From an optimization exercise on the open Yosys and OpenROAD flow, aimed at small area, a short achievable clock period and few clock cycles; shortcuts taken in it are not production practice.

before:
==> flow/design.v <==
`default_nettype none
module fehuf_decoder (
    input  wire        clk,
    input  wire        rst,             
    input  wire        start,           
    input  wire [31:0] src_off,
    input  wire [31:0] src_len,
    output wire        in_req,
    output wire [31:0] in_addr,
    input  wire        in_ack,
    input  wire [31:0] in_rdata,        
    output reg         out_valid,
    output reg  [7:0]  out_data,
    input  wire        out_ready,
    output wire [1:0]  state,           
    output reg  [3:0]  err,
    output reg         trailing,
    output reg         short_out,
    output wire [23:0] out_len,
    output wire [23:0] exp_len
);
    localparam integer D  = 3;                
    localparam integer NE = 1 << D;           
    localparam integer LB = $clog2(D + 1);    
    localparam [1:0] ST_IDLE = 2'd0, ST_BUSY = 2'd1, ST_DONE = 2'd2, ST_FAULT = 2'd3;
    localparam [1:0] PH_H1 = 2'd0,    
                     PH_H2 = 2'd1,    
                     PH_FILL = 2'd2,  
                     PH_WALK = 2'd3;  
    reg  [1:0]  st;
    reg  [1:0]  ph;
    assign state = st;
    reg  [31:0] off;
    reg  [22:0] rem;       
    reg  [31:2] ga;        
    reg  [1:0]  ga_lo;
    reg  [8:0]  x;         
    reg  [1:0]  f;         
    reg  [8:0]  cntx;      
    reg  [6:0]  p0x;       
    reg  [1:0]  bf;        
    reg  [31:0] w;         
    reg  [5:0]  n;         
    reg         mode_m;    
    reg         first;     
    reg  [D-1:0] fc;       
    reg         fld;       
    reg  [16:0] olen;
    reg  [16:0] elen;
    assign out_len = {7'd0, olen};
    assign exp_len = {7'd0, elen};
    reg [NE-1:0]    lk;
    reg [NE*LB-1:0] ll;
    reg [NE*9-1:0]  lv;
    reg [NE*2-1:0]  lf;
    function [D-1:0] rep_idx(input [D-1:0] c);
        integer i, lvl;
        begin
            lvl = 0;
            for (i = 0; i < D; i = i + 1)
                if (c[i]) lvl = i;              
            rep_idx = (c ^ ({{(D-1){1'b0}}, 1'b1} << lvl)) << (D - lvl);
        end
    endfunction
    function integer clvl(input integer c);
        integer i;
        begin
            clvl = 0;
            for (i = 0; i < D; i = i + 1)
                if ((c >> i) & 1) clvl = i + 1;
        end
    endfunction
    wire        busy  = (st == ST_BUSY);
    wire        walk  = busy && (ph == PH_WALK);
    wire        fill  = busy && (ph == PH_FILL);
    wire        eq    = (olen == elen);
    wire        remg  = |rem[22:2];
    wire        xok   = (x <= cntx);
    wire        nz    = (n != 6'd0);
    wire [31:0] ta    = off + {22'd0, x, 1'b0};
    wire        use_ga = walk && !nz && !first;
    assign in_addr = use_ga ? {ga, ga_lo} : ta;
    wire [23:0] pl      = {1'b0, rem} - {14'd0, cntx, 1'b0} - 24'd2;
    wire        len_ok6 = (rem >= 23'd6);
    assign in_req = busy && (
                      (ph == PH_H1)   ? len_ok6 :
                      (ph == PH_H2)   ? 1'b1 :
                      (ph == PH_FILL) ? (!fld && xok) :
                      (!eq && (nz ? xok : remg)));
    wire        stall = (in_req && !in_ack) || (out_valid && !out_ready);
    wire        go    = !stall;
    wire [7:0]  e0    = in_rdata[7:0];
    wire [7:0]  e1    = in_rdata[15:8];
    wire [8:0]  sum0  = x + {3'd0, e0[5:0]} + 9'd1;
    wire [8:0]  sum1  = x + {3'd0, e1[5:0]} + 9'd1;
    wire        leaf0 = f[1];
    wire        leaf1 = f[0];
    wire [D-1:0] lidx = fill ? rep_idx(fld ? fc : fc + 1'b1)
                             : (mode_m ? w[30 -: D] : w[31 -: D]);
    wire          r_k = lk[lidx];
    wire [LB-1:0] r_l = ll[lidx*LB +: LB];
    wire [8:0]    r_v = lv[lidx*9 +: 9];
    wire [1:0]    r_f = lf[lidx*2 +: 2];
    wire        b      = w[31];
    wire [7:0]  eb     = b ? e1 : e0;
    wire [8:0]  sumb   = b ? sum1 : sum0;
    wire        leafb  = b ? leaf1 : leaf0;
    wire        usable = ({{(6-LB){1'b0}}, r_l} <= n);
    wire        foldok = !r_k && ({{(6-LB){1'b0}}, r_l} < n);
    wire        lut_step = !mode_m && usable;      
    wire        mem_step = !lut_step;              
    reg  [2:0]  s;         
    always @(*) begin
        if (lut_step)
            s = {{(3-LB){1'b0}}, r_l};
        else if (leafb && mode_m && foldok)
            s = 3'd1 + {{(3-LB){1'b0}}, r_l};
        else
            s = 3'd1;
    end
    wire          fexp   = xok;
    wire          flast  = (fc == {D{1'b1}});
    integer i, c;
    always @(posedge clk) begin
        if (rst) begin
            st        <= ST_IDLE;
            out_valid <= 1'b0;
            out_data  <= 8'd0;
            err       <= 4'd0;
            trailing  <= 1'b0;
            short_out <= 1'b0;
            olen      <= 17'd0;
            elen      <= 17'd0;
        end else if (!busy) begin
            if (start) begin
                off       <= src_off;
                rem       <= {|src_len[31:22], src_len[21:0]};
                x         <= 9'd2;
                err       <= 4'd0;
                trailing  <= 1'b0;
                short_out <= 1'b0;
                olen      <= 17'd0;
                elen      <= 17'd0;
                st        <= ST_BUSY;
                ph        <= PH_H1;
            end
        end else begin
          if (out_ready)
              out_valid <= 1'b0;          
          if (go) begin
            case (ph)
                PH_H1: begin
                    if (rem < 23'd4) begin
                        err <= 4'd2;
                        st  <= ST_FAULT;
                    end else if (!len_ok6) begin
                        err <= 4'd3;
                        st  <= ST_FAULT;
                    end else begin
                        cntx <= {1'b0, in_rdata[7:0]} + 9'd2;
                        p0x  <= {1'b0, in_rdata[13:8]} + 7'd3;
                        bf   <= in_rdata[15:14];
                        x    <= 9'd0;
                        ph   <= PH_H2;
                    end
                end
                PH_H2: begin
                    if (pl[23]) begin
                        err <= 4'd3;
                        st  <= ST_FAULT;
                    end else if (in_rdata[7:0] != 8'h28) begin
                        err <= 4'd4;
                        st  <= ST_FAULT;
                    end else if (in_rdata[31:8] > 24'd65536) begin
                        err <= 4'd10;
                        st  <= ST_FAULT;
                    end else begin
                        rem  <= pl[22:0];
                        elen <= in_rdata[24:8];
                        x    <= {2'd0, p0x};
                        f    <= bf;
                        fc   <= {{(D-1){1'b0}}, 1'b1};
                        fld  <= 1'b0;
                        ph   <= PH_FILL;
                    end
                end
                PH_FILL: begin
                    if (fld) begin
                        x   <= r_k ? 9'h1ff : r_v;
                        f   <= r_f;
                        fld <= 1'b0;
                    end else begin
                        for (c = 1; c < NE; c = c + 1) begin
                            if (fc == c) begin
                                for (i = 0; i < NE; i = i + 1) begin
                                    if ((i >> (D - clvl(c) + 1)) == (c - (1 << (clvl(c) - 1)))) begin
                                        if (!fexp) begin
                                            if (c == 1) begin
                                                lk[i]            <= 1'b0;
                                                ll[i*LB +: LB]   <= {LB{1'b0}};
                                                lv[i*9 +: 9]     <= x;
                                                lf[i*2 +: 2]     <= f;
                                            end
                                        end else if (((i >> (D - clvl(c))) & 1) != 0) begin
                                            lk[i]            <= leaf1;
                                            ll[i*LB +: LB]   <= clvl(c);
                                            lv[i*9 +: 9]     <= leaf1 ? {1'b0, e1} : sum1;
                                            lf[i*2 +: 2]     <= e1[7:6];
                                        end else begin
                                            lk[i]            <= leaf0;
                                            ll[i*LB +: LB]   <= clvl(c);
                                            lv[i*9 +: 9]     <= leaf0 ? {1'b0, e0} : sum0;
                                            lf[i*2 +: 2]     <= e0[7:6];
                                        end
                                    end
                                end
                            end
                        end
                        if (flast) begin
                            x      <= cntx + 9'd1;
                            f      <= bf;
                            w      <= 32'd0;
                            n      <= 6'd0;
                            mode_m <= 1'b0;
                            first  <= 1'b1;
                            ph     <= PH_WALK;
                        end else if (fc == 1 && D > 1) begin
                            fld <= 1'b1;            
                            fc  <= fc + 1'b1;
                        end else begin
                            x   <= r_k ? 9'h1ff : r_v;
                            f   <= r_f;
                            fc  <= fc + 1'b1;
                        end
                    end
                end
                PH_WALK: begin
                    if (eq || (!nz && !remg)) begin
                        short_out <= !eq;
                        trailing  <= |rem;
                        st        <= ST_DONE;
                    end else if (!nz) begin
                        w     <= in_rdata;
                        n     <= 6'd32;
                        rem   <= rem - 23'd4;
                        ga    <= in_addr[31:2] + 30'd1;
                        if (first) begin
                            ga_lo <= in_addr[1:0];
                            x     <= {2'd0, p0x};
                        end
                        first <= 1'b0;
                    end else if (mem_step && !xok) begin
                        err  <= 4'd5;
                        olen <= 17'd0;
                        st   <= ST_FAULT;
                    end else begin
                        w <= w << s;
                        n <= n - {3'd0, s};
                        if (lut_step) begin
                            if (r_k) begin
                                out_valid <= 1'b1;
                                out_data  <= r_v[7:0];
                                olen      <= olen + 17'd1;
                            end else begin
                                x      <= r_v;
                                f      <= r_f;
                                mode_m <= 1'b1;
                            end
                        end else if (leafb) begin
                            out_valid <= 1'b1;
                            out_data  <= eb;
                            olen      <= olen + 17'd1;
                            if (mode_m && foldok) begin
                                x      <= r_v;
                                f      <= r_f;
                                mode_m <= 1'b1;
                            end else begin
                                x      <= {2'd0, p0x};
                                f      <= bf;
                                mode_m <= 1'b0;
                            end
                        end else begin
                            x      <= sumb;
                            f      <= eb[7:6];
                            mode_m <= 1'b1;
                        end
                    end
                end
            endcase
          end
        end
    end
endmodule
`default_nettype wire
make LEC_CHECK=0 CAP_MARGIN=20 CORE_MARGIN=2 CORE_UTILIZATION=40 PLACE_DENSITY=0.6 SLEW_MARGIN=20 finish   # period 5.0 ns
run.sh (not shown) runs the stock make flow with config.mk's settings and CLKGATE_MAP_FILE= SYNTH_SCRIPT=/design/flow/synth_recipe.tcl, a recipe that flattens the netlist after the stock synthesis.
before | status: complete | timing, DRC, antenna: pass
For after, these inputs were changed with respect to before:
diff --git a/flow/design.v b/flow/design.v
--- a/flow/design.v
+++ b/flow/design.v
@@ -16,13 +16,13 @@
     output reg  [3:0]  err,
     output reg         trailing,
     output reg         short_out,
     output wire [23:0] out_len,
     output wire [23:0] exp_len
 );
-    localparam integer D  = 3;                
+    localparam integer D  = 2;                
     localparam integer NE = 1 << D;           
     localparam integer LB = $clog2(D + 1);    
     localparam [1:0] ST_IDLE = 2'd0, ST_BUSY = 2'd1, ST_DONE = 2'd2, ST_FAULT = 2'd3;
     localparam [1:0] PH_H1 = 2'd0,    
                      PH_H2 = 2'd1,    
                      PH_FILL = 2'd2,  
Per the final summary, after finished and its layout is clean on timing, DRC and antenna.
after ended up with a lower critical-path maximum fanout than before did.
Compared with before, after shows a lower global-route wire length before repair.
Changes observed in after relative to before: ratio of final minimum period to clock period went down; proportion of cell area occupied by registers now larger; arrival time at the worst endpoint has decreased.
after vs. before: tapcell count went down about 20%, cell count after placement went down 552, multiplexer share of the synthesized area went down 2.7 points, worst setup slack went up 0.068 ns, number of non-clock buffers went down about 23%.
before reports its worst setup path startpoint as n[4]$_SDFFCE_PN0P_ while after reports x[3]$_SDFFCE_PP0P_.
From before to after the numbers moved as follows: routed length on met3 went down; final area moved down; area fraction in and, or, nand and nor cells after synthesis picked up an extra 2.1 points.
No functional check of the RTL was part of any run of this note.

[static timing again, ports no longer ideal]
In the flow no input, the clock included, has a driving cell. The finished layouts below were timed again as built, in two steps.
Step 1: set_driving_cell puts a clkbuf_16 on clk and a buf_2 on each other input, an assumption about the parent block.
Step 2 times the ports against the registers' clock, not the clock port: input delays grow and output delays shrink by t, the midpoint of the rising clock arrivals with the driver on.
Three values: ideal, step 1, step 2; two values: the first two.
run | shift t [ns] | slack for setup (ns) | hold slack, ns | worst setup path after step 2
before | 0.647 | 0.067 / 0.002 / 0.181 | 0.487 / 0.487 / 0.487 | register to register
after | 0.594 | 0.135 / 0.075 / 0.179 | 0.472 / 0.472 / 0.472 | input to register
After both steps setup and hold are still met in every run listed.
